Context: an optimization exercise on an open-source flow, tuned for small area. The choices shown serve that exercise and are no tape-out recipe.
The RTL was checked by simulation tests, not by an equivalence proof against the original design.
No run shown here takes its clock network from TritonCTS; it comes from the design's own scripts or RTL.
The flow treats the clock pin as an ideal source. Dropping or thinning the clock tree relies on that and would not hold on a real chip.
Power is estimated from default activity; no workload was simulated.

**flow/design.v**
```verilog
module rfid_frame_decoder (
    input  wire        clk,
    input  wire        rst,       
    input  wire        start,
    input  wire        line_in,
    output wire        busy,
    output wire        done,
    output wire [2:0]  result,
    output wire [39:0] id_out
);
    localparam [2:0] R_NONE     = 3'd0,
                     R_OK       = 3'd1,
                     R_NOCARR   = 3'd2,
                     R_FRAMING  = 3'd3,
                     R_HDR_TO   = 3'd4,
                     R_ROWPAR   = 3'd5,
                     R_COLPAR   = 3'd6,
                     R_TIMEOUT  = 3'd7;
    reg        w;         
    reg [9:0]  cntq;      
    reg [3:0]  row;       
    reg [2:0]  col;       
    reg        dat;       
    reg        rowpar;    
    reg [3:0]  colpar;    
    reg [39:0] idn;       
    localparam [9:0] CPOL = 10'b1010101010;
    wire [9:0] cnt = cntq ^ CPOL;
    wire c_to  = cnt[0] & cnt[1] & cnt[3] & cnt[4] & cnt[5] & cnt[7] & !cnt[8];
    wire c_chk = cnt[1] & cnt[6] & cnt[7];
    localparam [3:0] ROW_START = 4'b0101;
    wire [3:0] row_next  = {row[2:0], row[0] ^ row[3]};
    assign busy = |row;
    wire carrier   = row[0] & row[2];               
    wire hdr_last  = row[0] & !row[2] & !row[3];    
    wire row10     = !row[1] & !row[2];             
    wire hd     = col[2] & !col[1];   
    wire col4   = col[1] & !col[0];   
    wire [2:0] col_next = {col[1:0], !col[2]};
    wire edge_   = line_in ^ dat;
    wire seg_end = w ? (edge_ | c_to) : c_chk;
    wire ok = (result == R_OK);
    assign result = busy ? R_NONE : col;
    assign done   = !busy && !w;
    assign id_out = ~idn & {40{ok}};
    reg       fin;
    reg [2:0] code;
    always @* begin
        fin  = 1'b0;
        code = R_OK;
        if (w) begin
            if (!edge_ && c_to) begin
                fin  = 1'b1;
                code = hd ? (carrier ? R_NOCARR : R_HDR_TO)
                          : (row10 ? R_TIMEOUT : R_ROWPAR);
            end else if (edge_ && !hd && col4) begin
                if (row10) begin
                    fin  = 1'b1;
                    code = (|colpar) ? R_COLPAR : R_OK;
                end else if (rowpar) begin
                    fin  = 1'b1;
                    code = R_ROWPAR;
                end
            end
        end else if (c_chk && hd && !line_in) begin
            fin  = 1'b1;
            code = R_FRAMING;
        end
    end
    always @(posedge clk) begin
        if (!busy) begin
            cntq   <= CPOL;
            dat    <= 1'b1;
            rowpar <= 1'b0;
            colpar <= 4'd0;
        end else begin
            cntq <= (seg_end ? 10'd0 : {cnt[8:0], ~(cnt[9] ^ cnt[0])}) ^ CPOL;
            if (seg_end) begin
                if (w) begin
                    if (!hd) begin
                        if (col4) begin
                            row <= row_next;
                            col <= 3'd0;
                        end else begin
                            col <= col_next;
                        end
                    end
                end else begin
                    dat <= line_in;
                    if (hd) begin
                        row <= row_next;
                        if (hdr_last)
                            col <= 3'd0;      
                    end else begin
                        rowpar <= rowpar ^ line_in;
                        if (!col4)
                            colpar <= {colpar[2:0], colpar[3] ^ line_in};
                    end
                end
            end
        end
        if (rst) begin
            row  <= 4'd0;
            col  <= R_NONE;
            w    <= 1'b1;
        end else if (!busy) begin
            row  <= start ? ROW_START : 4'd0;
            w    <= 1'b1;
            if (start) col <= 3'b100;
        end else if (fin) begin
            row  <= 4'd0;
            col  <= code;
            w    <= 1'b0;
        end else if (seg_end) begin
            w <= !w && !(hd && hdr_last);
        end
        if (busy && !w && c_chk && !hd && !col4 && !row10)
            idn <= {idn[38:0], ~line_in};
    end
endmodule
```
**flow/flow/run.sh**
```bash
#!/bin/bash
# Layout flow: the standard flow (standard.sh) with these changes.
#  1. After the standard synthesis, its combinational logic is re-mapped
#     for area (flow/remap.sh): every flip-flop instance of the standard
#     netlist is kept as it is (same names, same cells); only the gates
#     between them are re-optimised by ABC (&deepsyn, then area mapping),
#     trying a few random seeds and keeping the smallest result.
#  2. Port buffers are sky130_fd_sc_hd__buf_1.
#  3. The clock tree is built by flow/manual_cts.tcl: the clock port drives
#     two clkbuf_16 or four clkbuf_8, each driving one placement cluster of
#     flip-flops, whichever is smaller and keeps the clock pin slew low;
#     otherwise TritonCTS with clkbuf_4 buffers and no dummy loads.
#  4. After floorplanning every combinational cell gets the smallest drive
#     of its family (flow/downsize.tcl); the standard repair steps then
#     upsize or buffer wherever slew, load or timing require.
# Each tool's output goes to a log file of its own in this folder.
set -euo pipefail
here=$(pwd)
res="$here/orfs/results/${FLOW_PLATFORM}/rfid_frame_decoder/base"

export BUFFER_PORTS_ARGS="-buffer_cell sky130_fd_sc_hd__buf_1"
export PRE_CTS_TCL="$here/flow/manual_cts.tcl"
export CTS_ARGS="-sink_clustering_enable -repair_clock_nets -dont_use_dummy_load -buf_list sky130_fd_sc_hd__clkbuf_4"
export POST_FLOORPLAN_TCL="$here/flow/downsize.tcl"

bash standard.sh synth > "$here/synth.log" 2>&1
bash "$here/flow/remap.sh" "$res/1_2_yosys.v" > "$here/remap.log" 2>&1
rm -f "$res/1_synth.odb" "$res/1_synth.sdc"
bash standard.sh finish > "$here/standard.log" 2>&1
```
**flow/flow/dont_use.txt**
```
sky130_fd_sc_hd__probe_p_8
sky130_fd_sc_hd__probec_p_8
sky130_fd_sc_hd__lpflow_bleeder_1
sky130_fd_sc_hd__lpflow_clkbufkapwr_1
sky130_fd_sc_hd__lpflow_clkbufkapwr_16
sky130_fd_sc_hd__lpflow_clkbufkapwr_2
sky130_fd_sc_hd__lpflow_clkbufkapwr_4
sky130_fd_sc_hd__lpflow_clkbufkapwr_8
sky130_fd_sc_hd__lpflow_clkinvkapwr_1
sky130_fd_sc_hd__lpflow_clkinvkapwr_16
sky130_fd_sc_hd__lpflow_clkinvkapwr_2
sky130_fd_sc_hd__lpflow_clkinvkapwr_4
sky130_fd_sc_hd__lpflow_clkinvkapwr_8
sky130_fd_sc_hd__lpflow_decapkapwr_12
sky130_fd_sc_hd__lpflow_decapkapwr_3
sky130_fd_sc_hd__lpflow_decapkapwr_4
sky130_fd_sc_hd__lpflow_decapkapwr_6
sky130_fd_sc_hd__lpflow_decapkapwr_8
sky130_fd_sc_hd__lpflow_inputiso0n_1
sky130_fd_sc_hd__lpflow_inputiso0p_1
sky130_fd_sc_hd__lpflow_inputiso1n_1
sky130_fd_sc_hd__lpflow_inputiso1p_1
sky130_fd_sc_hd__lpflow_inputisolatch_1
sky130_fd_sc_hd__lpflow_isobufsrc_1
sky130_fd_sc_hd__lpflow_isobufsrc_16
sky130_fd_sc_hd__lpflow_isobufsrc_2
sky130_fd_sc_hd__lpflow_isobufsrc_4
sky130_fd_sc_hd__lpflow_isobufsrc_8
sky130_fd_sc_hd__lpflow_isobufsrckapwr_16
sky130_fd_sc_hd__lpflow_lsbuf_lh_hl_isowell_tap_1
sky130_fd_sc_hd__lpflow_lsbuf_lh_hl_isowell_tap_2
sky130_fd_sc_hd__lpflow_lsbuf_lh_hl_isowell_tap_4
sky130_fd_sc_hd__lpflow_lsbuf_lh_isowell_4
sky130_fd_sc_hd__lpflow_lsbuf_lh_isowell_tap_1
sky130_fd_sc_hd__lpflow_lsbuf_lh_isowell_tap_2
sky130_fd_sc_hd__lpflow_lsbuf_lh_isowell_tap_4
sky130_fd_sc_hd__fill_1
sky130_fd_sc_hd__fill_2
sky130_fd_sc_hd__fill_4
sky130_fd_sc_hd__fill_8
```
**flow/flow/downsize.tcl**
```tcl
# Give every combinational cell the smallest drive strength of its family;
# the later repair steps upsize or buffer wherever slew, load or timing need it.
set n 0
foreach inst [get_cells *] {
  set ref [get_property $inst ref_name]
  if {![regexp {^(sky130_fd_sc_hd__[a-z0-9]+)_([0-9]+)$} $ref -> fam drv]} continue
  if {[regexp {df|dl|sdf|edf|tap|fill|decap|conb|clkbuf|clkinv} $fam]} continue
  set best ""
  set barea 1e9
  foreach lc [get_lib_cells ${fam}_*] {
    set nm [get_name $lc]
    if {![regexp "^${fam}_\[0-9\]+\$" $nm]} continue
    if {[catch {get_property $lc dont_use} du] == 0 && $du} continue
    set a [get_property $lc area]
    if {$a < $barea - 1e-6} { set barea $a; set best $nm }
  }
  if {$best ne "" && $best ne $ref} {
    if {$barea < [get_property [get_lib_cells $ref] area] - 1e-6} {
      replace_cell $inst $best
      incr n
    }
  }
}
puts "downsize: replaced $n cells"
```
**flow/flow/manual_cts.tcl**
```tcl
set cts_candidates {
  {sky130_fd_sc_hd__clkbuf_16 2}
  {sky130_fd_sc_hd__clkbuf_8 4}
}
set max_clk_slew 0.120

proc manual_cts {cell nbuf} {
  set block [ord::get_db_block]
  set db [ord::get_db]
  set clknet [$block findNet clk]
  set master [$db findMaster $cell]
  set sinks {}
  foreach it [$clknet getITerms] {
    set inst [$it getInst]
    set bb [$inst getBBox]
    lappend sinks [list $it [expr {([$bb xMin]+[$bb xMax])/2}] [expr {([$bb yMin]+[$bb yMax])/2}]]
  }
  set n [llength $sinks]
  set sorted [lsort -real -index 1 $sinks]
  set centers {}
  for {set k 0} {$k < $nbuf} {incr k} {
    set s [lindex $sorted [expr {int(($k + 0.5) * $n / $nbuf)}]]
    lappend centers [list [lindex $s 1] [lindex $s 2]]
  }
  # balanced k-means: each buffer drives at most ceil(n / nbuf) sinks; sinks
  # are assigned greedily, those with the most to lose first
  set cap [expr {($n + $nbuf - 1) / $nbuf}]
  for {set iter 0} {$iter < 30} {incr iter} {
    set order {}
    foreach s $sinks {
      set ds {}
      foreach c $centers {
        lappend ds [expr {abs([lindex $s 1]-[lindex $c 0]) + abs([lindex $s 2]-[lindex $c 1])}]
      }
      set sd [lsort -real $ds]
      set regret [expr {[llength $sd] > 1 ? [lindex $sd 1] - [lindex $sd 0] : 0}]
      lappend order [list $regret $s $ds]
    }
    set order [lsort -real -decreasing -index 0 $order]
    set groups {}
    set used {}
    for {set k 0} {$k < $nbuf} {incr k} { lappend groups {}; lappend used 0 }
    foreach o $order {
      set s [lindex $o 1]
      set ds [lindex $o 2]
      set best -1; set bd 1e30
      for {set k 0} {$k < $nbuf} {incr k} {
        if {[lindex $used $k] >= $cap} continue
        if {[lindex $ds $k] < $bd} { set bd [lindex $ds $k]; set best $k }
      }
      lset groups $best [concat [lindex $groups $best] [list $s]]
      lset used $best [expr {[lindex $used $best] + 1}]
    }
    set centers {}
    foreach g $groups {
      set sx 0; set sy 0
      foreach s $g { set sx [expr {$sx + [lindex $s 1]}]; set sy [expr {$sy + [lindex $s 2]}] }
      set m [llength $g]
      if {$m == 0} { set m 1 }
      lappend centers [list [expr {int($sx / $m)}] [expr {int($sy / $m)}]]
    }
  }
  for {set k 0} {$k < $nbuf} {incr k} {
    set g [lindex $groups $k]
    if {[llength $g] == 0} continue
    set buf [odb::dbInst_create $block $master "clkbuf_m_$k"]
    set net [odb::dbNet_create $block "clknet_m_$k"]
    $net setSigType CLOCK
    foreach s $g { set it [lindex $s 0]; $it disconnect; $it connect $net }
    [$buf findITerm A] connect $clknet
    [$buf findITerm X] connect $net
    set c [lindex $centers $k]
    $buf setLocation [lindex $c 0] [lindex $c 1]
    $buf setPlacementStatus PLACED
    puts "manual_cts: $cell clkbuf_m_$k drives [llength $g] sinks"
  }
  $clknet setSigType CLOCK
}

proc undo_manual_cts {nbuf} {
  set block [ord::get_db_block]
  set clknet [$block findNet clk]
  for {set k 0} {$k < $nbuf} {incr k} {
    set buf [$block findInst "clkbuf_m_$k"]
    set net [$block findNet "clknet_m_$k"]
    if {$net ne "NULL" && $net ne ""} {
      foreach it [$net getITerms] {
        if {[$it getInst] ne $buf} { $it disconnect; $it connect $clknet }
      }
    }
    if {$buf ne "NULL" && $buf ne ""} { odb::dbInst_destroy $buf }
    if {$net ne "NULL" && $net ne ""} { odb::dbNet_destroy $net }
  }
}

proc max_clk_pin_slew {} {
  set mx 0
  foreach p [get_pins -hierarchical */CLK] {
    set s [get_property $p slew_max]
    if {$s > $mx} { set mx $s }
  }
  return $mx
}

set manual_done 0
foreach cand $cts_candidates {
  lassign $cand cell nbuf
  manual_cts $cell $nbuf
  set_propagated_clock [all_clocks]
  estimate_parasitics -placement
  set slew [max_clk_pin_slew]
  puts "manual_cts: $nbuf x $cell, estimated worst clock pin slew $slew"
  if {$slew <= $max_clk_slew} {
    set manual_done 1
    break
  }
  undo_manual_cts $nbuf
}

if {$manual_done} {
  rename clock_tree_synthesis _tritoncts_unused
  proc clock_tree_synthesis {args} {
    puts "clock_tree_synthesis skipped: clock buffers were placed by flow/manual_cts.tcl"
  }
} else {
  puts "manual_cts: no candidate met the slew target, using TritonCTS"
}
```
**flow/flow/remap.sh**
```bash
#!/bin/bash
# remap.sh NETLIST: re-map the combinational logic of a standard synthesis
# netlist for area, keeping every flip-flop instance unchanged. The
# original is kept as NETLIST.standard; NETLIST is replaced by the best
# result if one is smaller.
set -euo pipefail
net=$1
here=$(pwd)
lib="$FLOW_HOME/platforms/$FLOW_PLATFORM/lib/sky130_fd_sc_hd__tt_025C_1v80.lib"
du=$(sed 's/^/-dont_use /' "$here/flow/dont_use.txt" | tr '\n' ' ')
work="$here/remap"
mkdir -p "$work"
cp "$net" "$net.standard"

area_of() {
  cat > "$work/area.ys" <<EOY
read_liberty -lib $lib
read_verilog $1
hierarchy -top $FLOW_TOP
tee -o $work/area.txt stat -liberty $lib
EOY
  yosys -q "$work/area.ys" > /dev/null 2>&1
  grep -i "chip area" "$work/area.txt" | awk '{print $NF}'
}

best=$(area_of "$net.standard")
bestf="$net.standard"
echo "standard netlist area: $best"
i=0
for seed in 0 1 2 3 4 5; do
 for mapper in "dch -f|map -a" "dch -f|&get -n|&nf -R 1000 -E 100|&put" "dch -f|&get -n|&nf -R 1000 -p|&put"; do
  i=$((i+1))
  {
    printf 'strash\n&get -n\n&deepsyn -S %s -J 100 -T 60\n&put\n' "$seed"
    echo "$mapper" | tr '|' '\n'
  } > "$work/s$i.abc"
  cat > "$work/s$i.ys" <<EOY
read_liberty -ignore_miss_func $lib
read_verilog $net.standard
hierarchy -top $FLOW_TOP
blackbox sky130_fd_sc_hd__*df* sky130_fd_sc_hd__*dl*
flatten
opt_clean
abc -liberty $lib -script $work/s$i.abc $du
opt_clean -purge
hilomap -singleton -hicell sky130_fd_sc_hd__conb_1 HI -locell sky130_fd_sc_hd__conb_1 LO
splitnets
opt_clean -purge
rename -hide w:*.*
write_verilog -noattr -noexpr -nohex -nodec $work/s$i.v
design -reset
read_liberty -lib $lib
read_verilog $work/s$i.v
hierarchy -check -top $FLOW_TOP
check -assert -mapped
EOY
  if yosys "$work/s$i.ys" > "$work/s$i.log" 2>&1; then
    a=$(area_of "$work/s$i.v")
    echo "seed $seed, $mapper: area $a"
    if awk -v a="$a" -v b="$best" 'BEGIN{exit !(a < b)}'; then best=$a; bestf="$work/s$i.v"; fi
  else
    echo "seed $seed, $mapper: failed"
  fi
 done
done
echo "using $bestf (area $best)"
cp "$bestf" "$net"
```
**flow/standard.sh**
```bash
#!/bin/bash
# synth_recipe.tcl (not shown) runs the flow's synth.tcl, then flattens the netlist and writes it again
# the make line also repeats each setting of config.mk as NAME=value (left out here)
make -C /OpenROAD-flow-scripts/flow DESIGN_CONFIG=/design/flow/config.mk WORK_HOME=/design/flow/orfs CLKGATE_MAP_FILE= SYNTH_SCRIPT=/design/flow/synth_recipe.tcl "${@:-finish}"
```
**flow/config.mk**
```make
export PLATFORM = sky130hd
export DESIGN_NAME = rfid_frame_decoder
export DESIGN_NICKNAME = rfid_frame_decoder
export VERILOG_FILES = /design/flow/design.v
export SDC_FILE = /design/flow/constraint.sdc
export NUM_CORES = 4
export LEC_CHECK = 0
export CAP_MARGIN = 0
export CORE_MARGIN = 2
export CORE_UTILIZATION = 70
export GPL_TIMING_DRIVEN = 0
export SLEW_MARGIN = 0
```
**flow/constraint.sdc**
```tcl
create_clock -name core_clock -period 5.0 [get_ports {clk}]
set_input_delay 1.0000 -clock core_clock [delete_from_list [all_inputs] [get_ports {clk}]]
set_output_delay 1.0000 -clock core_clock [all_outputs]
set_load 0.01 [all_outputs]
```
==> results of run 1 <==
power breakdown:
group	switching, mW	internal, mW
Combinational	0.0754	0.0342
Clock	0.117	0.0744
Sequential	0.0125	0.564
Total	0.205	0.673
worst max path at each step:
stage / end / cells after the start
CTS: id_out[30] / 7
finish: id_out[14] / 7
global route: id_out[39] / 7
detailed placement: id_out[30] / 7
floorplan: id_out[0] / 5
global placement: id_out[1] / 6
metrics by stage:
stage	cells	total power, mW
2_1_floorplan	201	0.658
3_3_place_gp	295	0.688
3_5_place_dp	296	0.696
4_1_cts	298	0.878
5_1_grt	298	0.912
6_report	298	0.878
per-layer routing:
layer | up-vias | global-route usage | part of all wire
li1 | 818 | - | -
met1 | 830 | 0.329 | 0.43
met2 | 59 | 0.429 | 0.51
met3 | 9 | 0.0145 | 0.047
met4 | 0 | 0.0456 | 0.015
met5 | - | 0 | 0
area by class of cell:
| class | count | area (µm²) |
|---|---|---|
| Multi-Input combinational cell | 134 | 667 |
| Inverter | 3 | 11.3 |
| Fill cell | 200 | 632 |
| Tap cell | 46 | 57.6 |
| Timing Repair Buffer | 49 | 185 |
| Buffer | 2 | 50.0 |
| Sequential cell | 64 | 1680 |
state kept, by name, indices dropped and copies added, names as in the netlist:
signal  flops
col         3
rowpar      1
colpar      4
cntq       10
row         4
w           1
dat         1
idn        40
worst max-delay path, cell delays in order, from the launching register on:
cell      delay [ps]
dfxtp_1          370
nor4_1           660
buf_2            290
clkinv_1         160
nor2_1           200
nand2_1          720
nor2_1           370
buf_1            180
==> summary.txt, run 1 <==
- The flow ran to the end and the layout has no timing, DRC or antenna violations.
- The headroom to the max-slew limit is 0.174.
- Pin placement for this block handled 49 I/O pins.
- The path with the worst hold slack has its endpoint at cntq[3].
- The accumulated negative setup slack is 0 ps.
- The worst hold-check path type is reg2reg.
- The hold violation total from the final report came to 0.
- The max-slew violation total from the final report is 0.
- Prior to clock tree synthesis, the placed netlist has a worst setup slack of 1090 ps.
- The CTS clock-pin slew for the worst setup and hold paths is 110 ps.
- The clock reaches the later pin of the worst-skew pair after 170 ps.
- Of all nets on the critical path, the largest fanout is 40.
- Max-cap violations in this run came to 0.
- The static leakage is 0.904 nW.
- Relative to the synthesized area, the layout overhead comes to 13.1%.
- The number of hold buffers added after CTS is 0.
- The via count of the first global-routing pass is 1,500.
- In this run the most critical hold path is launched from cntq[2].
- The number of nets handed over by synthesis was 205.
- After routing the design area is 2650 µm².
- Setup repair after global routing left no endpoint under its margin.
- The final route contains 1,716 vias.
- After detailed placement, the total cell area comes to 2600 µm².
- The top cell types in the final layout, fill and taps aside, are nor2_1, buf_1, edfxtp_1, dfxtp_1, nand2_1.
- The aggregate routed wire length is 4530 µm.
- The critical path in this run is classified as reg2out.
- The maximum vdd ir drop is 0.275 mV.
- The least setup slack across all paths after layout is 872 ps.
- STA classifies the critical path endpoint as an output pin.
- The die covers 3830 µm².
- STA puts the critical path data required time at 4000 ps.
- The most frequent standard cell in the layout excluding fill and tap cells is nor2_1.
- The clock skew after layout is 6.90 ps.
- The startpoint identified for the worst register-to-register timing path is w.
- The pin count of the biggest net entering global routing is 41.
- Across all hold checks on the routed design, the worst slack comes to 390 ps.
- The number of vias per cell is 5.76.
- The signal arrival time at the worst endpoint is 3130 ps.
- The worst register-to-register path has a depth of 3.
- Counting instances, the worst hold path has a depth of 1.
- After the last flow step, the layout net total stands at 258.
- Timing would allow up to 242 MHz.
- In the global route stage, overall resource usage came out at 0.239.
- For the pin with the worst max-slew slack, the measured transition is 1240 ps.
- The most critical setup path has its startpoint at row[3].
- The pre-antenna-repair detailed-routing pass consisted of 4 iterations.
- The post-synth design cell area is 2350 µm².
- The sum of overflow across all layers after global routing is 0.
- The post-CTS resize count is 0.
- The startpoint type of the worst setup path is a flop.
- The cell count after synthesis is 201.
- The number of warnings issued by yosys is 1.
- The initial utilization of the core area, before any placement, comes to 0.714.
- The synthesized area divided by synthesized cell count is 11.7 µm².
- The post-detailed-route count of antenna-violating nets is 0.
- Of the cells placed in the final design, the portion with a size suffix greater than 1 is 0.0198.
- The initial antenna violation count was 0.
- The final period utilization is 0.826.
- Setup violations remaining at the end of the flow were counted as 0.
- The ratio of total power to cell area is 331 nW/µm².
- The first routing iteration left 91 violations.
- The core region is 3280 µm².
- The first global-routing pass estimated 6920 µm of wire.
- In this run the horizontal extent of the chip is 61.9 µm.
- In this run the critical register-to-register path is captured at idn[12].
- Port buffering added 48 buffers.
- The die height is 61.9 µm.
- After detailed routing, the number of remaining DRC violations is 0.
- Measured on the finished design, the core utilization comes to 0.808.
- The post-CTS setup buffer count is 0.
- The final critical path time including I/O delays and setup is 4130 ps.
- The routed length per placed instance is 15.2 µm.
- The weighted congestion reported at the end of routability-driven placement is 0.842.
- The floorplan has 21 rows.
- The wire-length estimate of the detail-placed layout is 3220 µm.
- The internal reg-to-reg setup slack is 2450 ps.
- The number of antenna cells inserted is 0.
==> inputs of run 2 (changes only) <==
--- a/flow/config.mk
+++ b/flow/config.mk
@@ -8,5 +8,5 @@
 export CAP_MARGIN = 0
 export CORE_MARGIN = 2
-export CORE_UTILIZATION = 70
+export CORE_UTILIZATION = 60
 export GPL_TIMING_DRIVEN = 0
 export SLEW_MARGIN = 0
==> summary.txt, run 2 <==
- Outcome: timing/DRC/antenna clean (unchanged).
- The sequential cell area is 1680 µm² (unchanged).
- The maximum fanout along the worst path came to 40 (unchanged).
- The static leakage is 0.904 nW (about the same).
- The number of top-level pins is 49 (unchanged).
- The synthesized area divided by synthesized cell count is 11.7 µm² (unchanged).
- The final standard cell utilization of the core is 0.713 (was 0.808).
- The initial antenna violation count is 0 (unchanged).
- The number of maximum-capacitance violations is 0 (unchanged).
- The aggregate routed wire length was 4220 µm (was 4530 µm).
- The number of nets in the synthesized netlist is 205 (unchanged).
- The core area came to 3720 µm² (was 3280 µm²).
- The pin count of the biggest net entering global routing is 41 (unchanged).
- The area of combinational cells with multiple inputs is 661 µm² (was 667 µm²).
- The final net count came to 258 (unchanged).
- The post-detailed-route count of antenna-violating nets is 0 (unchanged).
- The via count of the first global-routing pass is 1,471 (was 1,500).
- The first-pass iteration count of the detailed router is 4 (unchanged).
- The post-synth design cell area is 2350 µm² (unchanged).
- The number of setup violations in the final report is 0 (unchanged).
- The routed length per placed instance is 14.1 µm (was 15.2 µm).
- The cell class contributing the biggest share of worst-path delay is simple AND/OR/NAND/NOR gates (unchanged).
- The x dimension of the die is 66.5 µm (was 61.9 µm).
- The startpoint type of the worst setup path is a flop (unchanged).
- The data required time of the critical path is 4000 ps (about the same).
- The clock insertion delay at the later pin of the skew report is 170 ps (about the same).
- The maximum vdd ir drop is 0.280 mV (was 0.275 mV).
- The cell type with the highest occurrence count on the critical path is nor2_1 (unchanged).
- Cell chain of the critical path: nor4_1 > buf_2 > clkinv_1 > nor2_1 > nand2_1 > nor2_1 > buf_1 (unchanged).
- The ratio of total power to cell area is 330 nW/µm² (was 331 nW/µm²).
- The number of buffers inserted by port buffering is 48 (unchanged).
- The clock skew after layout is 8.37 ps (was 6.90 ps).
- Largest regs: idn (40), cntq (10) (unchanged).
- The headroom to the max-slew limit is 0.131 (was 0.174).
- The cell area reported after detailed placement came to 2600 µm² (about the same).
- The cell count after synthesis is 201 (unchanged).
- The worst hold-check path type is reg2reg (unchanged).
- The number of flip-flops in the largest register is 40 (unchanged).
- The effective utilization at floorplan is 0.631 (was 0.714).
- The final non-filler cell total is 300 (was 298).
- The number of vias per cell is 5.56 (was 5.76).
- The kind of critical path is reg2out (unchanged).
- The weighted congestion reported at the end of routability-driven placement is 0.878 (was 0.842).
- The sum of overflow across all layers after global routing came to 0 (unchanged).
- The number of buffer and inverter stages on the critical path is 3 (unchanged).
- The accumulated negative setup slack is 0 ps (unchanged).
- The signal arrival time at the worst endpoint is 3270 ps (was 3130 ps).
- The cell row count was 22 (was 21).
- The overall die area came to 4430 µm² (was 3830 µm²).
- The most frequent standard cell in the layout excluding fill and tap cells is nor2_1 (unchanged).
- The detailed placer's ending HPWL came to 3030 µm (was 3220 µm).
- The summed area of non-filler cells in the final layout was 2650 µm² (about the same).
- Commonest cells after routing, fill and taps aside: nor2_1, buf_1, edfxtp_1, dfxtp_1, nand2_1 (unchanged).
- The post-CTS resize count came to 0 (unchanged).
- The area overhead of the layout relative to synthesis was 12.9% (was 13.1%).
- The number of hold buffers added after CTS is 0 (unchanged).
- The final period utilization is 0.854 (was 0.826).
- The hold violation total from the final report is 0 (unchanged).
- The combined global-route utilization of all metal layers came to 0.193 (was 0.239).
- The cell type of the slowest stage on the worst timing path is nor4_1 (was nand2_1).
- The initial DRC count is 167 (was 91).
- The residual DRC count was 0 (unchanged).
- The routed via count was 1,669 (was 1,716).
- The number of warnings issued by yosys came to 1 (unchanged).
- The CTS clock-pin slew for the worst setup and hold paths came to 110 ps (about the same).
- The total power consumption of the routed design is 875 µW (was 878 µW).
- The number of cells after detailed placement is 298 (was 296).
- Unrepaired setup endpoints after global routing: false (unchanged).
- The share of cells above drive strength 1 was 0.0159 (was 0.0198).
- The post-CTS setup buffer count is 0 (unchanged).
- The number of antenna cells inserted is 0 (unchanged).
- The register bank with the most flops is idn (unchanged).
- The fill cell instance count of the final layout is 274 (was 200).
- The highest achievable clock rate is 234 MHz (was 242 MHz).
- The final critical path time including I/O delays and setup was 4270 ps (was 4130 ps).
- The max-slew violation total from the final report is 0 (unchanged).
- The maximum cell stage delay along the critical path came to 790 ps (was 720 ps).
- The transition time at the pin with the least slew margin came to 1280 ps (was 1240 ps).
- The nature of the critical path endpoint is an output pin (unchanged).
- The die height was 66.5 µm (was 61.9 µm).
- The wire length of the first global-routing pass was 6760 µm (was 6920 µm).
run 2: worst paths after layout:
kind	startpoint	endpoint	slack, ps	cells past startpoint
min	cntq[2]	cntq[3]	370	1
min reg2reg	cntq[2]	cntq[3]	370	1
max	row[3]	id_out[2]	730	7
max reg2reg	w	idn[9]	1960	3
run 2: where the power goes:
part	internal, mW	leakage, nW	switching, mW	total (mW)
Sequential	0.564	0.554	0.0126	0.577
Clock	0.0743	0.0246	0.115	0.190
Combinational	0.0342	0.325	0.0737	0.108
run 2: routing by layer:
layer / routed length [µm] / up-vias / track usage
li1: - / 817 / -
met1: 1930 / 786 / 0.269
met2: 2000 / 63 / 0.339
met3: 244 / 3 / 0.0135
met4: 36 / 0 / 0.0357
met5: 0 / - / 0
run 2: layout make-up:
| cell class | instances | area share |
|---|---|---|
| multi-input cells | 134 | 0.249 |
| repair buffers | 49 | 0.0699 |
| well taps | 48 | 0.0227 |
| inverters | 3 | 0.00425 |
| flip-flops and latches | 64 | 0.635 |
| plain buffers | 2 | 0.0189 |
run 2: worst register-to-register path, stage by stage, from the launching register on:
cell     delay (ps)
dfxtp_1         360
nor4b_1        1090
nand3_1         320
nor2_4          880
run 2: through the flow:
| step | hold slack (ps) | worst slack, ps |
|---|---|---|
| 2_1_floorplan | 343 | 1180 |
| 6_report | 374 | 730 |
| 3_3_place_gp | 349 | 517 |
| 4_1_cts | 378 | 764 |
| 5_1_grt | 390 | 362 |
| 3_5_place_dp | 352 | 969 |
==> inputs of run 3 (changes only) <==
--- a/flow/flow/run.sh
+++ b/flow/flow/run.sh
@@ -7,8 +7,4 @@
 #     trying a few random seeds and keeping the smallest result.
 #  2. Port buffers are sky130_fd_sc_hd__buf_1.
-#  3. The clock tree is built by flow/manual_cts.tcl: the clock port drives
-#     two clkbuf_16 or four clkbuf_8, each driving one placement cluster of
-#     flip-flops, whichever is smaller and keeps the clock pin slew low;
-#     otherwise TritonCTS with clkbuf_4 buffers and no dummy loads.
 #  4. After floorplanning every combinational cell gets the smallest drive
 #     of its family (flow/downsize.tcl); the standard repair steps then
--- a/flow/flow/manual_cts.tcl
+++ b/flow/flow/manual_cts.tcl
@@ -1,3 +1,5 @@
 set cts_candidates {
+  {sky130_fd_sc_hd__clkbuf_4 4}
+  {sky130_fd_sc_hd__clkbuf_8 3}
   {sky130_fd_sc_hd__clkbuf_16 2}
   {sky130_fd_sc_hd__clkbuf_8 4}
==> summary.txt, run 3 <==
- Outcome: timing/DRC/antenna clean (unchanged).
- The post-CTS setup buffer count is 0 (unchanged).
- Largest regs: idn (40), cntq (10) (unchanged).
- The nature of the critical path endpoint is an output pin (unchanged).
- The final critical path time including I/O delays and setup is 4270 ps (about the same).
- The signal arrival time at the worst endpoint is 3270 ps (about the same).
- The number of warnings issued by yosys was 1 (unchanged).
- The post-detailed-route count of antenna-violating nets is 0 (unchanged).
- The fill cell instance count of the final layout is 274 (unchanged).
- The setup slack at placement came to 969 ps (unchanged).
- The weighted congestion reported at the end of routability-driven placement is 0.878 (unchanged).
- The wire length of the first global-routing pass is 6760 µm (unchanged).
- The transition time at the pin with the least slew margin is 1280 ps (about the same).
- The static leakage was 0.904 nW (unchanged).
- The cell class contributing the biggest share of worst-path delay is simple AND/OR/NAND/NOR gates (unchanged).
- The number of hold buffers added after CTS is 0 (unchanged).
- The proportion of power drawn by combinational gates came to 0.123 (about the same).
- The ratio of total power to cell area came to 330 nW/µm² (about the same).
- The cell type with the highest occurrence count on the critical path is nor2_1 (unchanged).
- The area of combinational cells with multiple inputs came to 661 µm² (unchanged).
- The pin count of the biggest net entering global routing is 41 (unchanged).
- The sum of overflow across all layers after global routing is 0 (unchanged).
- The met3 global-route usage came to 0.0135 (unchanged).
- Cell chain of the critical path: nor4_1 > buf_2 > clkinv_1 > nor2_1 > nand2_1 > nor2_1 > buf_1 (unchanged).
- The synthesized area divided by synthesized cell count is 11.7 µm² (unchanged).
- The number of nets in the synthesized netlist is 205 (unchanged).
- The routed length per placed instance is 14.1 µm (about the same).
- The core area is 3720 µm² (unchanged).
- The total internal power is 673 µW (about the same).
- The max-slew violation total from the final report is 0 (unchanged).
- The number of maximum-capacitance violations came to 0 (unchanged).
- The number of setup violations in the final report is 0 (unchanged).
- The CTS clock-pin slew for the worst setup and hold paths was 110 ps (about the same).
- The total power consumption of the routed design came to 875 µW (about the same).
- The overall die area was 4430 µm² (unchanged).
- The most frequent standard cell in the layout excluding fill and tap cells is nor2_1 (unchanged).
- The clock network fraction of design power is 0.217 (about the same).
- The final net count came to 258 (unchanged).
- The met2 demand-to-capacity share in global routing came to 0.339 (unchanged).
- The number of buffer and inverter stages on the critical path was 3 (unchanged).
- The maximum cell stage delay along the critical path is 790 ps (about the same).
- The clock insertion delay at the later pin of the skew report came to 170 ps (about the same).
- The number of antenna cells inserted was 0 (unchanged).
- The busiest layer in global routing is met2 (unchanged).
- The sequential cell fraction of total power was 0.660 (about the same).
- The sequential cell area came to 1680 µm² (unchanged).
- Unrepaired setup endpoints after global routing: false (unchanged).
- The combined global-route utilization of all metal layers came to 0.193 (unchanged).
- The aggregate routed wire length is 4220 µm (about the same).
- The cell type of the slowest stage on the worst timing path is nor4_1 (unchanged).
- The switching fraction of total power came to 0.231 (about the same).
- The accumulated negative setup slack is 0 ps (unchanged).
- The maximum vdd ir drop came to 0.280 mV (about the same).
- The post-synth design cell area is 2350 µm² (unchanged).
- The cell count after synthesis is 201 (unchanged).
- The detailed placer's ending HPWL is 3030 µm (unchanged).
- The post-CTS resize count is 0 (unchanged).
- The die height is 66.5 µm (unchanged).
- The maximum fanout along the worst path was 40 (unchanged).
- The headroom to the max-slew limit is 0.136 (was 0.131).
- The startpoint type of the worst setup path is a flop (unchanged).
- The worst hold-check path type is reg2reg (unchanged).
- The met1 track utilization from global routing is 0.269 (unchanged).
- Commonest cells after routing, fill and taps aside: nor2_1, buf_1, edfxtp_1, dfxtp_1, nand2_1 (unchanged).
- The register bank with the most flops is idn (unchanged).
- The number of vias per cell was 5.57 (was 5.56).
- The number of top-level pins is 49 (unchanged).
- The initial antenna violation count is 0 (unchanged).
- The x dimension of the die is 66.5 µm (unchanged).
- The kind of critical path is reg2out (unchanged).
- The first-pass iteration count of the detailed router came to 6 (was 4).
- The share of cells above drive strength 1 is 0.0159 (unchanged).
- The clock skew after layout came to 8.56 ps (was 8.37 ps).
- The area overhead of the layout relative to synthesis is 12.9% (unchanged).
- The number of flip-flops in the largest register is 40 (unchanged).
- The final non-filler cell total is 300 (unchanged).
- The number of cells after detailed placement came to 298 (unchanged).
- The cell row count is 22 (unchanged).
- The effective utilization at floorplan is 0.631 (unchanged).
- The final period utilization is 0.854 (about the same).
- The net switching power was 202 µW (about the same).
- The residual DRC count was 0 (unchanged).
- The via count of the first global-routing pass is 1,469 (was 1,471).
- The data required time of the critical path came to 4000 ps (about the same).
- The highest achievable clock rate was 234 MHz (about the same).
- The hold violation total from the final report is 0 (unchanged).
- The routed via count is 1,670 (was 1,669).
- The least setup slack across all paths after layout is 729 ps (was 730 ps).
- The initial DRC count is 153 (was 167).
- The number of buffers inserted by port buffering is 48 (unchanged).
[run 3: worst reg2reg max path: stages (launching register included)]
cell	delay [ps]
dfxtp_1	360
nor4b_1	1090
nand3_1	320
nor2_4	880
[run 3: area by class of cell]
cell class	count	area share
Buffer	2	0.0189
Inverter	3	0.00425
Sequential cell	64	0.635
Timing Repair Buffer	49	0.0699
Tap cell	48	0.0227
Multi-Input combinational cell	134	0.249
[run 3: worst paths after layout]
kind,from,endpoint,slack (ps),cells past startpoint
setup / recovery,row[3],id_out[2],730,7
hold / removal,cntq[2],cntq[3],370,1
setup reg to reg,w,idn[9],1970,3
hold reg to reg,cntq[2],cntq[3],370,1
[run 3: layer usage]
layer | part of all wire | vias to the layer above
met4 | 0.0085 | 0
met5 | 0 | -
met1 | 0.46 | 785
met3 | 0.060 | 3
met2 | 0.48 | 65
li1 | - | 817
[run 3: through the flow]
stage	hold slack [ps]	utilization	instance area (µm²)
6_report	374	0.713	2650
3_3_place_gp	349	0.696	2590
2_1_floorplan	343	-	2350
5_1_grt	390	0.713	2650
4_1_cts	378	0.713	2650
3_5_place_dp	352	0.699	2600
[run 3: power groups by stage]
stage	registers, mW	clock network [mW]	logic, mW
floorplan	0.585	0	0.0728
global placement	0.587	0	0.101
detailed placement	0.588	0	0.107
CTS	0.577	0.194	0.108
global route	0.578	0.209	0.120
finish	0.577	0.190	0.108
==> inputs of run 4 (changes only) <==
--- a/flow/design.v
+++ b/flow/design.v
@@ -41,5 +41,5 @@
     wire seg_end = w ? (edge_ | c_to) : c_chk;
     wire ok = (result == R_OK);
-    assign result = busy ? R_NONE : col;
+    assign result = busy ? R_NONE : colpar[2:0];
     assign done   = !busy && !w;
     assign id_out = ~idn & {40{ok}};
@@ -73,5 +73,5 @@
             dat    <= 1'b1;
             rowpar <= 1'b0;
-            colpar <= 4'd0;
+            col    <= 3'b100;
         end else begin
             cntq <= (seg_end ? 10'd0 : {cnt[8:0], ~(cnt[9] ^ cnt[0])}) ^ CPOL;
@@ -101,14 +101,14 @@
         end
         if (rst) begin
-            row  <= 4'd0;
-            col  <= R_NONE;
-            w    <= 1'b1;
+            row    <= 4'd0;
+            colpar <= 4'd0;
+            w      <= 1'b1;
         end else if (!busy) begin
-            row  <= start ? ROW_START : 4'd0;
-            w    <= 1'b1;
-            if (start) col <= 3'b100;
+            row    <= start ? ROW_START : 4'd0;
+            w      <= 1'b1;
+            if (start) colpar <= 4'd0;
         end else if (fin) begin
-            row  <= 4'd0;
-            col  <= code;
+            row    <= 4'd0;
+            colpar <= {1'b0, code};
             w    <= 1'b0;
         end else if (seg_end) begin
==> summary.txt, run 4 <==
- The accumulated negative setup slack is 0 ps (unchanged).
- Outcome: timing/DRC/antenna clean (unchanged).
- The depth of the most critical reg-to-reg path came to 11 (was 3).
- The effective utilization at floorplan is 0.631 (unchanged).
- The final non-filler cell total is 299 (was 300).
- The startpoint type of the worst setup path is a flop (unchanged).
- The number of cells on the critical path is 5 (was 7).
- The kind of critical path is reg2out (unchanged).
- The clock network fraction of design power is 0.241 (was 0.217).
- The maximum fanout along the worst path is 40 (unchanged).
- The clock insertion delay at the later pin of the skew report is 170 ps (about the same).
- The net switching power is 149 µW (was 202 µW).
- The number of buffers inserted by port buffering is 48 (unchanged).
- The sum of overflow across all layers after global routing was 0 (unchanged).
- The initial antenna violation count was 0 (unchanged).
- The x dimension of the die is 66.5 µm (unchanged).
- The CTS clock-pin slew for the worst setup and hold paths is 110 ps (about the same).
- The cell type of the slowest stage on the worst timing path was nor4_2 (was nor4_1).
- The die height is 66.5 µm (unchanged).
- The most frequent standard cell in the layout excluding fill and tap cells is nor2_1 (unchanged).
- The via count of the first global-routing pass is 1,533 (was 1,469).
- The static leakage is 0.906 nW (was 0.904 nW).
- The switching fraction of total power is 0.187 (was 0.231).
- The share of cells above drive strength 1 came to 0.0199 (was 0.0159).
- The number of setup violations in the final report is 0 (unchanged).
- The number of hold buffers added after CTS is 0 (unchanged).
- The cell count after synthesis is 200 (was 201).
- The sequential cell area was 1680 µm² (unchanged).
- The cell row count is 22 (unchanged).
- The worst hold-check path type is reg2reg (unchanged).
- The nature of the critical path endpoint is an output pin (unchanged).
- The final standard cell utilization of the core is 0.721 (was 0.713).
- The final net count is 257 (was 258).
- The number of nets in the synthesized netlist is 204 (was 205).
- The headroom to the max-slew limit is 0.219 (was 0.136).
- The signal arrival time at the worst endpoint is 2700 ps (was 3270 ps).
- The total power consumption of the routed design is 794 µW (was 875 µW).
- The number of cells after detailed placement is 297 (was 298).
- The number of antenna cells inserted is 0 (unchanged).
- The number of buffer and inverter stages on the critical path is 1 (was 3).
- The routed length per placed instance is 14.1 µm (about the same).
- The total internal power is 646 µW (was 673 µW).
- The max-slew violation total from the final report is 0 (unchanged).
- The fill cell instance count of the final layout is 268 (was 274).
- The area overhead of the layout relative to synthesis was 14.1% (was 12.9%).
- The detailed placer's ending HPWL is 3020 µm (was 3030 µm).
- The setup slack at placement came to 1080 ps (was 969 ps).
- Cell chain of the critical path: nor4_2 > and2_0 > nand2_1 > nor2_1 > buf_1 (was nor4_1 > buf_2 > clkinv_1 > nor2_1 > nand2_1 > nor2_1 > buf_1).
- The residual DRC count is 0 (unchanged).
- The maximum vdd ir drop is 0.221 mV (was 0.280 mV).
- The initial DRC count is 128 (was 153).
- The pin count of the biggest net entering global routing came to 41 (unchanged).
- The data required time of the critical path is 4000 ps (about the same).
- The number of maximum-capacitance violations came to 0 (unchanged).
- The sequential cell fraction of total power was 0.712 (was 0.660).
- The post-synth design cell area was 2350 µm² (unchanged).
- The number of warnings issued by yosys is 1 (unchanged).
- The least setup slack across all paths after layout came to 1300 ps (was 729 ps).
- The post-detailed-route count of antenna-violating nets is 0 (unchanged).
- The highest achievable clock rate is 270 MHz (was 234 MHz).
- Largest regs: idn (40), cntq (10) (unchanged).
- The weighted congestion reported at the end of routability-driven placement was 0.858 (was 0.878).
- The clock skew after layout is 5.48 ps (was 8.56 ps).
- The core area was 3720 µm² (unchanged).
- The routed via count was 1,638 (was 1,670).
- The number of flip-flops in the largest register was 40 (unchanged).
- Unrepaired setup endpoints after global routing: false (unchanged).
- The hold violation total from the final report was 0 (unchanged).
- The final period utilization is 0.740 (was 0.854).
- The ratio of total power to cell area was 297 nW/µm² (was 330 nW/µm²).
- The summed area of non-filler cells in the final layout is 2680 µm² (was 2650 µm²).
- The final critical path time including I/O delays and setup is 3700 ps (was 4270 ps).
- The transition time at the pin with the least slew margin is 1170 ps (was 1280 ps).
- The post-CTS setup buffer count is 0 (unchanged).
- The register bank with the most flops is idn (unchanged).
- The number of vias per cell came to 5.48 (was 5.57).
- The wire length of the first global-routing pass is 6960 µm (was 6760 µm).
- The synthesized area divided by synthesized cell count is 11.7 µm² (about the same).
- The proportion of power drawn by combinational gates is 0.047 (was 0.123).
- The number of top-level pins was 49 (unchanged).
- The cell class contributing the biggest share of worst-path delay was simple AND/OR/NAND/NOR gates (unchanged).
- The worst hold margin is 379 ps (was 374 ps).
- The area of combinational cells with multiple inputs is 663 µm² (was 661 µm²).
- The combined global-route utilization of all metal layers is 0.197 (was 0.193).
- The count of cells along the worst hold path is 1 (unchanged).
- The post-CTS resize count is 0 (unchanged).
- The aggregate routed wire length is 4210 µm (was 4220 µm).
- The first-pass iteration count of the detailed router is 4 (was 6).
- Commonest cells after routing, fill and taps aside: nor2_1, buf_1, edfxtp_1, dfxtp_1, nand2_1 (unchanged).
- The cell area reported after detailed placement is 2620 µm² (was 2600 µm²).
- The overall die area is 4430 µm² (unchanged).
- The maximum cell stage delay along the critical path is 700 ps (was 790 ps).
==> run 4: layout make-up <==
class,instances,area share
sequential,64,0.628
multi-input combinational,132,0.248
timing repair buffer,49,0.0776
tap,48,0.0224
buffer,2,0.0187
inverter,4,0.00561
==> run 4: routing by layer <==
| layer | vias to the layer above | GRT usage | wire, µm |
|---|---|---|---|
| li1 | 812 | - | - |
| met1 | 774 | 0.260 | 1870 |
| met2 | 46 | 0.351 | 2090 |
| met3 | 6 | 0.0186 | 175 |
| met4 | 0 | 0.0510 | 72 |
| met5 | - | 0 | 0 |
==> run 4: final timing paths <==
check / start / end / slack (ps)
worst max-delay path: row[0] / id_out[2] / 1300
worst max register to register: cntq[1] / colpar[2] / 2150
worst min register to register: cntq[2] / cntq[3] / 380
worst min-delay path: cntq[2] / cntq[3] / 380
==> run 4: worst reg2reg max path, delay by kind of cell (launching register included) <==
kind / cells / cell delay [ps]
AOI/OAI and AO/OA: 5 / 1140
DFF: 1 / 330
and+or+nand+nor: 6 / 1280
==> run 4: power by group through the flow <==
stage / sequential [mW] / clock, mW / combinational [mW]
2_1_floorplan: 0.576 / 0 / 0.0257
3_3_place_gp: 0.577 / 0 / 0.0342
3_5_place_dp: 0.577 / 0 / 0.0363
4_1_cts: 0.565 / 0.197 / 0.0369
5_1_grt: 0.567 / 0.213 / 0.0419
6_report: 0.566 / 0.191 / 0.0374
==> inputs of run 5 (changes only) <==
--- a/flow/design.v
+++ b/flow/design.v
@@ -41,5 +41,5 @@
     wire seg_end = w ? (edge_ | c_to) : c_chk;
     wire ok = (result == R_OK);
-    assign result = busy ? R_NONE : colpar[2:0];
+    assign result = busy ? R_NONE : col;
     assign done   = !busy && !w;
     assign id_out = ~idn & {40{ok}};
@@ -73,5 +73,5 @@
             dat    <= 1'b1;
             rowpar <= 1'b0;
-            col    <= 3'b100;
+            colpar <= 4'd0;
         end else begin
             cntq <= (seg_end ? 10'd0 : {cnt[8:0], ~(cnt[9] ^ cnt[0])}) ^ CPOL;
@@ -101,14 +101,14 @@
         end
         if (rst) begin
-            row    <= 4'd0;
-            colpar <= 4'd0;
-            w      <= 1'b1;
+            row  <= 4'd0;
+            col  <= R_NONE;
+            w    <= 1'b1;
         end else if (!busy) begin
-            row    <= start ? ROW_START : 4'd0;
-            w      <= 1'b1;
-            if (start) colpar <= 4'd0;
+            row  <= start ? ROW_START : 4'd0;
+            w    <= 1'b1;
+            if (start) col <= 3'b100;
         end else if (fin) begin
-            row    <= 4'd0;
-            colpar <= {1'b0, code};
+            row  <= 4'd0;
+            col  <= code;
             w    <= 1'b0;
         end else if (seg_end) begin
--- a/flow/flow/manual_cts.tcl
+++ b/flow/flow/manual_cts.tcl
@@ -5,7 +5,7 @@
   {sky130_fd_sc_hd__clkbuf_8 4}
 }
-set max_clk_slew 0.120
+set max_clk_slew 0.124
 
-proc manual_cts {cell nbuf} {
+proc manual_cts {cell nbuf {init 0}} {
   set block [ord::get_db_block]
   set db [ord::get_db]
@@ -19,5 +19,19 @@
   }
   set n [llength $sinks]
-  set sorted [lsort -real -index 1 $sinks]
+  # initial centres: spread along one direction (x, y, x+y or x-y)
+  set keyed {}
+  foreach s $sinks {
+    set x [lindex $s 1]; set y [lindex $s 2]
+    switch $init {
+      0 { set key $x }
+      1 { set key $y }
+      2 { set key [expr {$x + $y}] }
+      default { set key [expr {$x - $y}] }
+    }
+    lappend keyed [list $key $s]
+  }
+  set sorted {}
+  foreach ks [lsort -real -index 0 $keyed] { lappend sorted [lindex $ks 1] }
+  set sinks [lsort -integer -index 2 [lsort -integer -index 1 $sinks]]
   set centers {}
   for {set k 0} {$k < $nbuf} {incr k} {
@@ -108,14 +122,23 @@
 foreach cand $cts_candidates {
   lassign $cand cell nbuf
-  manual_cts $cell $nbuf
-  set_propagated_clock [all_clocks]
-  estimate_parasitics -placement
-  set slew [max_clk_pin_slew]
-  puts "manual_cts: $nbuf x $cell, estimated worst clock pin slew $slew"
-  if {$slew <= $max_clk_slew} {
+  set best_init -1
+  set best_slew 1e9
+  foreach init {0 1 2 3} {
+    manual_cts $cell $nbuf $init
+    set_propagated_clock [all_clocks]
+    estimate_parasitics -placement
+    set slew [max_clk_pin_slew]
+    puts "manual_cts: $nbuf x $cell, start $init, estimated worst clock pin slew $slew"
+    undo_manual_cts $nbuf
+    if {$slew < $best_slew} { set best_slew $slew; set best_init $init }
+  }
+  if {$best_slew <= $max_clk_slew} {
+    manual_cts $cell $nbuf $best_init
+    set_propagated_clock [all_clocks]
+    estimate_parasitics -placement
+    puts "manual_cts: using $nbuf x $cell (start $best_init), estimated worst clock pin slew [max_clk_pin_slew]"
     set manual_done 1
     break
   }
-  undo_manual_cts $nbuf
 }
 
--- a/flow/config.mk
+++ b/flow/config.mk
@@ -8,5 +8,5 @@
 export CAP_MARGIN = 0
 export CORE_MARGIN = 2
-export CORE_UTILIZATION = 60
+export CORE_UTILIZATION = 50
 export GPL_TIMING_DRIVEN = 0
 export SLEW_MARGIN = 0
==> summary.txt, run 5 <==
- The maximum cell stage delay along the critical path is 860 ps (was 700 ps).
- The number of maximum-capacitance violations is 0 (unchanged).
- The summed area of non-filler cells in the final layout is 2670 µm² (was 2680 µm²).
- The cell area reported after detailed placement came to 2630 µm² (was 2620 µm²).
- The cell count after synthesis was 201 (was 200).
- The ratio of total power to cell area is 322 nW/µm² (was 297 nW/µm²).
- Cell chain of the critical path: nor4_2 > clkinv_1 > nor2_1 > nand2_1 > nor2_1 > buf_1 (was nor4_2 > and2_0 > nand2_1 > nor2_1 > buf_1).
- Outcome: timing/DRC/antenna clean (unchanged).
- Largest regs: idn (40), cntq (10) (unchanged).
- The reg-to-reg critical path endpoint was w (was colpar[2]).
- The number of top-level pins is 49 (unchanged).
- The x dimension of the die is 72.5 µm (was 66.5 µm).
- The die height was 72.5 µm (was 66.5 µm).
- The area overhead of the layout relative to synthesis came to 13.9% (was 14.1%).
- The sum of overflow across all layers after global routing was 0 (unchanged).
- The headroom to the max-slew limit came to 0.157 (was 0.219).
- The hold violation total from the final report is 0 (unchanged).
- The internal reg-to-reg setup slack is 2280 ps (was 2150 ps).
- The transition time at the pin with the least slew margin is 1260 ps (was 1170 ps).
- The maximum vdd ir drop is 0.270 mV (was 0.221 mV).
- The final critical path time including I/O delays and setup is 4400 ps (was 3700 ps).
- The post-detailed-route count of antenna-violating nets is 0 (unchanged).
- The initial DRC count is 82 (was 128).
- The share of cells above drive strength 1 is 0.0277 (was 0.0199).
- The startpoint type of the worst setup path is a flop (unchanged).
- The final net count is 259 (was 257).
- The worst hold-check path type is reg2reg (unchanged).
- The residual DRC count was 0 (unchanged).
- The routed via count came to 1,676 (was 1,638).
- The pin count of the biggest net entering global routing is 41 (unchanged).
- The number of nets in the synthesized netlist was 205 (was 204).
- Among the stages of the critical path, the cell type that occurs most often is nor2_1.
- The capture endpoint of the worst hold path is cntq[3] (unchanged).
- The aggregate routed wire length is 4430 µm (was 4210 µm).
- The initial antenna violation count is 0 (unchanged).
- The clock insertion delay at the later pin of the skew report came to 170 ps (about the same).
- The accumulated negative setup slack is 0 ps (unchanged).
- The number of hold buffers added after CTS is 0 (unchanged).
- The count of cells along the worst hold path is 1 (unchanged).
- The depth of the most critical reg-to-reg path is 6 (was 11).
- The least setup slack across all paths after layout is 602 ps (was 1300 ps).
- The weighted congestion reported at the end of routability-driven placement is 0.856 (was 0.858).
- Unrepaired setup endpoints after global routing: false (unchanged).
- The worst hold margin is 390 ps (was 379 ps).
- The CTS clock-pin slew for the worst setup and hold paths is 120 ps (was 110 ps).
- The wire length of the first global-routing pass was 7090 µm (was 6960 µm).
- The data required time of the critical path is 4000 ps (about the same).
- The most frequent standard cell in the layout excluding fill and tap cells was nor2_1 (unchanged).
- The maximum fanout along the worst path is 40 (unchanged).
- The number of vias per cell came to 5.50 (was 5.48).
- The fill cell instance count of the final layout is 369 (was 268).
- The overall die area is 5260 µm² (was 4430 µm²).
- The via count of the first global-routing pass came to 1,502 (was 1,533).
- The sequential cell area was 1680 µm² (unchanged).
- The number of antenna cells inserted is 0 (unchanged).
- The number of warnings issued by yosys is 1 (unchanged).
- The area of combinational cells with multiple inputs is 673 µm² (was 663 µm²).
- The post-CTS setup buffer count came to 0 (unchanged).
- The highest achievable clock rate is 227 MHz (was 270 MHz).
- The number of setup violations in the final report is 0 (unchanged).
- The post-CTS resize count came to 0 (unchanged).
- The static leakage came to 0.906 nW (about the same).
- The kind of critical path is reg2out (unchanged).
- The routed length per placed instance is 14.5 µm (was 14.1 µm).
- The detailed placer's ending HPWL came to 3090 µm (was 3020 µm).
- The clock skew after layout came to 9.30 ps (was 5.48 ps).
- The max-slew violation total from the final report is 0 (unchanged).
- The nature of the critical path endpoint is an output pin (unchanged).
- The setup slack at placement was 900 ps (was 1080 ps).
- The number of buffers inserted by port buffering is 48 (unchanged).
- The signal arrival time at the worst endpoint is 3400 ps (was 2700 ps).
- The cell type of the slowest stage on the worst timing path is nor4_2 (unchanged).
- The first-pass iteration count of the detailed router is 4 (unchanged).
- The launch instance of the worst register-to-register path is row[3] (was cntq[1]).
- The final period utilization is 0.880 (was 0.740).
- The synthesized area divided by synthesized cell count is 11.7 µm² (about the same).
- The core area is 4440 µm² (was 3720 µm²).
- The effective utilization at floorplan was 0.528 (was 0.631).
- The number of flip-flops in the largest register is 40 (unchanged).
- The cell row count is 24 (was 22).
- The post-synth design cell area came to 2350 µm² (unchanged).
- The combined global-route utilization of all metal layers is 0.166 (was 0.197).
- The register bank with the most flops is idn (unchanged).
- Commonest cells after routing, fill and taps aside: nor2_1, buf_1, edfxtp_1, dfxtp_1, nand2_1 (unchanged).
- The start point of the worst hold path is cntq[2] (unchanged).
run 5: how the worst max path moves through the flow:
stage / start / end / slack (ps) / cells after the start
2_1_floorplan: row[3] / id_out[0] / 1180 / 5
3_3_place_gp: row[3] / id_out[1] / 460 / 6
3_5_place_dp: row[3] / id_out[1] / 900 / 6
4_1_cts: row[3] / id_out[1] / 660 / 6
5_1_grt: row[3] / id_out[1] / 310 / 6
6_report: row[3] / id_out[1] / 600 / 6
run 5: stage by stage:
| step | util | total power, mW | std cells |
|---|---|---|---|
| 6_report | 0.601 | 0.860 | 305 |
| 2_1_floorplan | - | 0.658 | 201 |
| 3_3_place_gp | 0.583 | 0.689 | 301 |
| 5_1_grt | 0.601 | 0.897 | 305 |
| 3_5_place_dp | 0.591 | 0.695 | 302 |
| 4_1_cts | 0.600 | 0.865 | 305 |
run 5: layout make-up:
| cell class | count | share of cell area |
|---|---|---|
| flip-flops and latches | 64 | 0.629 |
| multi-input cells | 134 | 0.252 |
| repair buffers | 49 | 0.0749 |
| well taps | 52 | 0.0243 |
| plain buffers | 3 | 0.0154 |
| inverters | 3 | 0.00421 |
run 5: layer usage:
layer / up-vias / global-route usage / share of wire
li1: 822 / - / -
met1: 803 / 0.228 / 0.45
met2: 46 / 0.299 / 0.49
met3: 5 / 0.0167 / 0.047
met4: 0 / 0.0144 / 0.011
met5: - / 0 / 0
run 5: worst max-delay path: cells and delay by family (launching register included):
kind,cells,cell delay [ps]
and+or+nand+nor,4,2260
buffers and inverters,2,580
DFF,1,380
run 5: power breakdown:
group          internal (mW)  switching (mW)  leakage (nW)  total (mW)
Sequential             0.564          0.0132         0.554       0.578
Clock                 0.0564           0.119        0.0216       0.176
Combinational         0.0334          0.0731         0.331       0.106
Total                  0.654           0.206         0.906       0.860
==> inputs of run 6 (changes only) <==
--- a/flow/config.mk
+++ b/flow/config.mk
@@ -8,5 +8,5 @@
 export CAP_MARGIN = 0
 export CORE_MARGIN = 2
-export CORE_UTILIZATION = 50
+export CORE_UTILIZATION = 65
 export GPL_TIMING_DRIVEN = 0
 export SLEW_MARGIN = 0
==> summary.txt, run 6 <==
- The max-slew violation total from the final report is 0 (unchanged).
- Largest regs: idn (40), cntq (10) (unchanged).
- The number of maximum-capacitance violations was 0 (unchanged).
- The routed length per placed instance is 15.0 µm (was 14.5 µm).
- The number of top-level pins is 49 (unchanged).
- The worst hold-check path type is reg2reg (unchanged).
- The most frequent standard cell in the layout excluding fill and tap cells is nor2_1 (unchanged).
- The data required time of the critical path is 4000 ps (about the same).
- The headroom to the max-slew limit is 0.191 (was 0.157).
- The core area was 3390 µm² (was 4440 µm²).
- The startpoint type of the worst setup path is a flop (unchanged).
- The number of nets in the synthesized netlist is 205 (unchanged).
- The x dimension of the die is 64.1 µm (was 72.5 µm).
- The maximum vdd ir drop was 0.230 mV (was 0.270 mV).
- The number of cells after detailed placement was 296 (was 302).
- The post-CTS setup buffer count is 0 (unchanged).
- The transition time at the pin with the least slew margin is 1210 ps (was 1260 ps).
- The final non-filler cell total is 299 (was 305).
- Unrepaired setup endpoints after global routing: false (unchanged).
- The residual DRC count is 0 (unchanged).
- The post-synth design cell area came to 2350 µm² (unchanged).
- The post-CTS resize count is 0 (unchanged).
- The number of buffers inserted by port buffering is 48 (unchanged).
- The weighted congestion reported at the end of routability-driven placement is 0.820 (was 0.856).
- The area overhead of the layout relative to synthesis came to 13.6% (was 13.9%).
- The number of vias per cell is 5.61 (was 5.50).
- The nature of the critical path endpoint is an output pin (unchanged).
- The share of cells above drive strength 1 is 0.0277 (unchanged).
- The effective utilization at floorplan is 0.692 (was 0.528).
- The via count of the first global-routing pass was 1,492 (was 1,502).
- Commonest cells after routing, fill and taps aside: nor2_1, buf_1, edfxtp_1, dfxtp_1, nand2_1 (unchanged).
- The number of hold buffers added after CTS was 0 (unchanged).
- The clock insertion delay at the later pin of the skew report is 170 ps (about the same).
- The aggregate routed wire length is 4490 µm (was 4430 µm).
- The initial antenna violation count is 0 (unchanged).
- The worst hold margin is 385 ps (was 390 ps).
- The initial DRC count is 142 (was 82).
- The maximum fanout along the worst path is 40 (unchanged).
- The signal arrival time at the worst endpoint is 3360 ps (was 3400 ps).
- The register bank with the most flops is idn (unchanged).
- The synthesized area divided by synthesized cell count is 11.7 µm² (unchanged).
- The number of setup violations in the final report was 0 (unchanged).
- Outcome: timing/DRC/antenna clean (unchanged).
- The detailed placer's ending HPWL is 3150 µm (was 3090 µm).
- The number of antenna cells inserted was 0 (unchanged).
- The ratio of total power to cell area is 322 nW/µm² (about the same).
- The launch instance of the worst register-to-register path is row[3] (unchanged).
- The first-pass iteration count of the detailed router came to 5 (was 4).
- The kind of critical path is reg2out (unchanged).
- The sum of overflow across all layers after global routing came to 0 (unchanged).
- The accumulated negative setup slack is 0 ps (unchanged).
- The post-detailed-route count of antenna-violating nets is 0 (unchanged).
- The final period utilization is 0.871 (was 0.880).
- The highest achievable clock rate came to 230 MHz (was 227 MHz).
- The start point of the critical path was row[3] (unchanged).
- The die height came to 64.1 µm (was 72.5 µm).
- The number of warnings issued by yosys was 1 (unchanged).
- The number of flip-flops in the largest register was 40 (unchanged).
- The final net count was 259 (unchanged).
- The clock skew after layout is 6.82 ps (was 9.30 ps).
- The cell row count is 21 (was 24).
- The hold violation total from the final report was 0 (unchanged).
- The pin count of the biggest net entering global routing was 41 (unchanged).
- The start point of the worst hold path was cntq[2] (unchanged).
- The final critical path time including I/O delays and setup is 4360 ps (was 4400 ps).
- The wire length of the first global-routing pass is 7440 µm (was 7090 µm).
- The routed via count is 1,678 (was 1,676).
- The combined global-route utilization of all metal layers is 0.227 (was 0.166).
- The CTS clock-pin slew for the worst setup and hold paths came to 120 ps (about the same).
- The overall die area came to 4110 µm² (was 5260 µm²).
- The cell count after synthesis is 201 (unchanged).
- The static leakage is 0.906 nW (unchanged).
## run 6: cell counts in the layout (fill, tap and decap cells not counted)
No cell type changed its count.
## run 6: path summary, 6_finish.rpt
kind	depth (start not counted)	end	slack [ps]
min	1	cntq[3]	380
min reg2reg	1	cntq[3]	380
max reg2reg	6	w	2340
max	6	id_out[5]	640
## run 6: stage by stage
stage	area, µm²	utilization	worst slack (ps)	power [mW]
CTS	2660	0.784	729	0.862
global placement	2580	0.762	512	0.689
finish	2670	0.786	643	0.858
detailed placement	2620	0.772	986	0.695
floorplan	2350	-	1180	0.658
global route	2670	0.786	377	0.896
## run 6: power breakdown
group,leakage (nW),switching [mW],internal (mW)
logic,0.331,0.0747,0.0333
registers,0.554,0.0133,0.564
clock network,0.0216,0.116,0.0563
total,0.906,0.204,0.654
## run 6: critical path: stages, from the launching register on
cell,delay (ps)
dfxtp_1,380
nor4_2,810
clkinv_1,400
nor2_1,320
nand2_1,730
nor2_1,350
buf_1,190
## run 6: area by class of cell
| cell class | instances | area (µm²) |
|---|---|---|
| Multi-Input combinational cell | 134 | 673 |
| Sequential cell | 64 | 1680 |
| Tap cell | 46 | 57.6 |
| Inverter | 3 | 11.3 |
| Fill cell | 231 | 724 |
| Timing Repair Buffer | 49 | 200 |
| Buffer | 3 | 41.3 |
## run 6: per-layer routing
layer  vias to the layer above  routed length [µm]  GRT usage
met5                         -                   0          0
met4                         0                  44     0.0217
met3                         7                 311     0.0211
met2                        72                2230      0.385
met1                       782                1910      0.335
li1                        817                   -          -
==> inputs of run 7 (changes only) <==
--- a/flow/config.mk
+++ b/flow/config.mk
@@ -8,5 +8,5 @@
 export CAP_MARGIN = 0
 export CORE_MARGIN = 2
-export CORE_UTILIZATION = 65
+export CORE_UTILIZATION = 60
 export GPL_TIMING_DRIVEN = 0
 export SLEW_MARGIN = 0
==> summary.txt, run 7 <==
- The weighted congestion reported at the end of routability-driven placement is 0.878 (was 0.820).
- The effective utilization at floorplan came to 0.631 (was 0.692).
- The post-CTS setup buffer count is 0 (unchanged).
- The post-detailed-route count of antenna-violating nets is 0 (unchanged).
- The area of combinational cells with multiple inputs is 661 µm² (was 673 µm²).
- The highest achievable clock rate is 233 MHz (was 230 MHz).
- The detailed placer's ending HPWL is 3030 µm (was 3150 µm).
- The number of maximum-capacitance violations came to 0 (unchanged).
- The headroom to the max-slew limit is 0.115 (was 0.191).
- The max-slew violation total from the final report was 0 (unchanged).
- The number of setup violations in the final report is 0 (unchanged).
- The maximum vdd ir drop is 0.192 mV (was 0.230 mV).
- The pin count of the biggest net entering global routing came to 41 (unchanged).
- The number of hold buffers added after CTS is 0 (unchanged).
- The number of vias per cell is 5.55 (was 5.61).
- The setup slack at placement is 969 ps (was 986 ps).
- The clock insertion delay at the later pin of the skew report came to 170 ps (about the same).
- Commonest cells after routing, fill and taps aside: nor2_1, buf_1, edfxtp_1, dfxtp_1, nand2_1 (unchanged).
- The initial antenna violation count is 0 (unchanged).
- The data required time of the critical path is 4000 ps (about the same).
- The number of flip-flops in the largest register is 40 (unchanged).
- The most frequent standard cell in the layout excluding fill and tap cells is nor2_1 (unchanged).
- Outcome: timing/DRC/antenna clean (unchanged).
- The cell area reported after detailed placement came to 2600 µm² (was 2620 µm²).
- The transition time at the pin with the least slew margin was 1310 ps (was 1210 ps).
- The post-synth design cell area is 2350 µm² (unchanged).
- The met3 global-route usage is 0.0135 (was 0.0211).
- Unrepaired setup endpoints after global routing: false (unchanged).
- The CTS clock-pin slew for the worst setup and hold paths is 120 ps (about the same).
- The core area is 3720 µm² (was 3390 µm²).
- The met1 track utilization from global routing is 0.282 (was 0.335).
- The initial DRC count is 197 (was 142).
- Largest regs: idn (40), cntq (10) (unchanged).
- The number of antenna cells inserted was 0 (unchanged).
- The routed via count is 1,672 (was 1,678).
- The maximum fanout along the worst path is 40 (unchanged).
- The via count of the first global-routing pass was 1,443 (was 1,492).
- The register bank with the most flops is idn (unchanged).
- The startpoint type of the worst setup path was a flop (unchanged).
- The busiest layer in global routing is met2 (unchanged).
- The sum of overflow across all layers after global routing came to 0 (unchanged).
- The ratio of total power to cell area is 326 nW/µm² (was 322 nW/µm²).
- The summed area of non-filler cells in the final layout is 2640 µm² (was 2670 µm²).
- The nature of the critical path endpoint is an output pin (unchanged).
- The number of buffers inserted by port buffering came to 48 (unchanged).
- The met2 demand-to-capacity share in global routing came to 0.330 (was 0.385).
- The routed length per placed instance came to 14.2 µm (was 15.0 µm).
- The cell row count came to 22 (was 21).
- The number of nets in the synthesized netlist is 205 (unchanged).
- The residual DRC count came to 0 (unchanged).
- The post-CTS resize count came to 0 (unchanged).
- The number of top-level pins was 49 (unchanged).
- The worst hold-check path type is reg2reg (unchanged).
- The synthesized area divided by synthesized cell count came to 11.7 µm² (unchanged).
- The signal arrival time at the worst endpoint is 3290 ps (was 3360 ps).
- The static leakage is 0.901 nW (was 0.906 nW).
- The first-pass iteration count of the detailed router was 4 (was 5).
- The die height is 66.5 µm (was 64.1 µm).
- The area overhead of the layout relative to synthesis came to 12.5% (was 13.6%).
- The overall die area is 4430 µm² (was 4110 µm²).
- The wire length of the first global-routing pass is 6770 µm (was 7440 µm).
- The aggregate routed wire length is 4290 µm (was 4490 µm).
- The least setup slack across all paths after layout is 713 ps (was 643 ps).
- The clock skew after layout is 4.13 ps (was 6.82 ps).
- The final critical path time including I/O delays and setup came to 4290 ps (was 4360 ps).
- The final net count came to 259 (unchanged).
- The final standard cell utilization of the core is 0.710 (was 0.786).
- The combined global-route utilization of all metal layers is 0.193 (was 0.227).
- The final period utilization came to 0.857 (was 0.871).
- The number of warnings issued by yosys is 1 (unchanged).
- The x dimension of the die came to 66.5 µm (was 64.1 µm).
- The fill cell instance count of the final layout came to 274 (was 231).
- The cell count after synthesis was 201 (unchanged).
- The sequential cell area is 1680 µm² (unchanged).
- The accumulated negative setup slack came to 0 ps (unchanged).
- The share of cells above drive strength 1 is 0.0198 (was 0.0277).
- The kind of critical path is reg2out (unchanged).
- The hold violation total from the final report is 0 (unchanged).
run 7: area by class of cell:
type	count	area share
Tap cell	48	0.0227
Sequential cell	64	0.637
Buffer	3	0.0156
Inverter	3	0.00427
Multi-Input combinational cell	134	0.250
Timing Repair Buffer	49	0.0701
run 7: critical path: stages (launching register included):
cell and delay, ps:
dfxtp_1 370, nor4_1 790, buf_2 310, clkinv_1 170
nor2_1 250, nand2_1 710, nor2_1 330, buf_1 180
run 7: path summary, 6_finish.rpt:
check,startpoint,end,slack [ps],cells after the start
hold reg to reg,cntq[2],cntq[3],370,1
setup reg to reg,w,idn[31],1930,3
setup / recovery,row[3],id_out[2],710,7
hold / removal,cntq[2],cntq[3],370,1
run 7: power by group:
group / internal, mW / leakage [nW] / switching (mW)
Combinational: 0.0342 / 0.325 / 0.0747
Clock: 0.0564 / 0.0216 / 0.120
Sequential: 0.564 / 0.554 / 0.0126
Total: 0.655 / 0.901 / 0.207
run 7: stage by stage:
stage | std cells | total power, mW | hold WS [ps]
2_1_floorplan | 201 | 0.658 | 343
3_3_place_gp | 297 | 0.688 | 349
3_5_place_dp | 298 | 0.695 | 352
4_1_cts | 301 | 0.862 | 380
5_1_grt | 301 | 0.894 | 392
6_report | 301 | 0.862 | 375
run 7: per-layer routing:
layer / vias up / share of wire
li1: 816 / -
met1: 784 / 0.46
met2: 69 / 0.46
met3: 3 / 0.067
met4: 0 / 0.0079
met5: - / 0
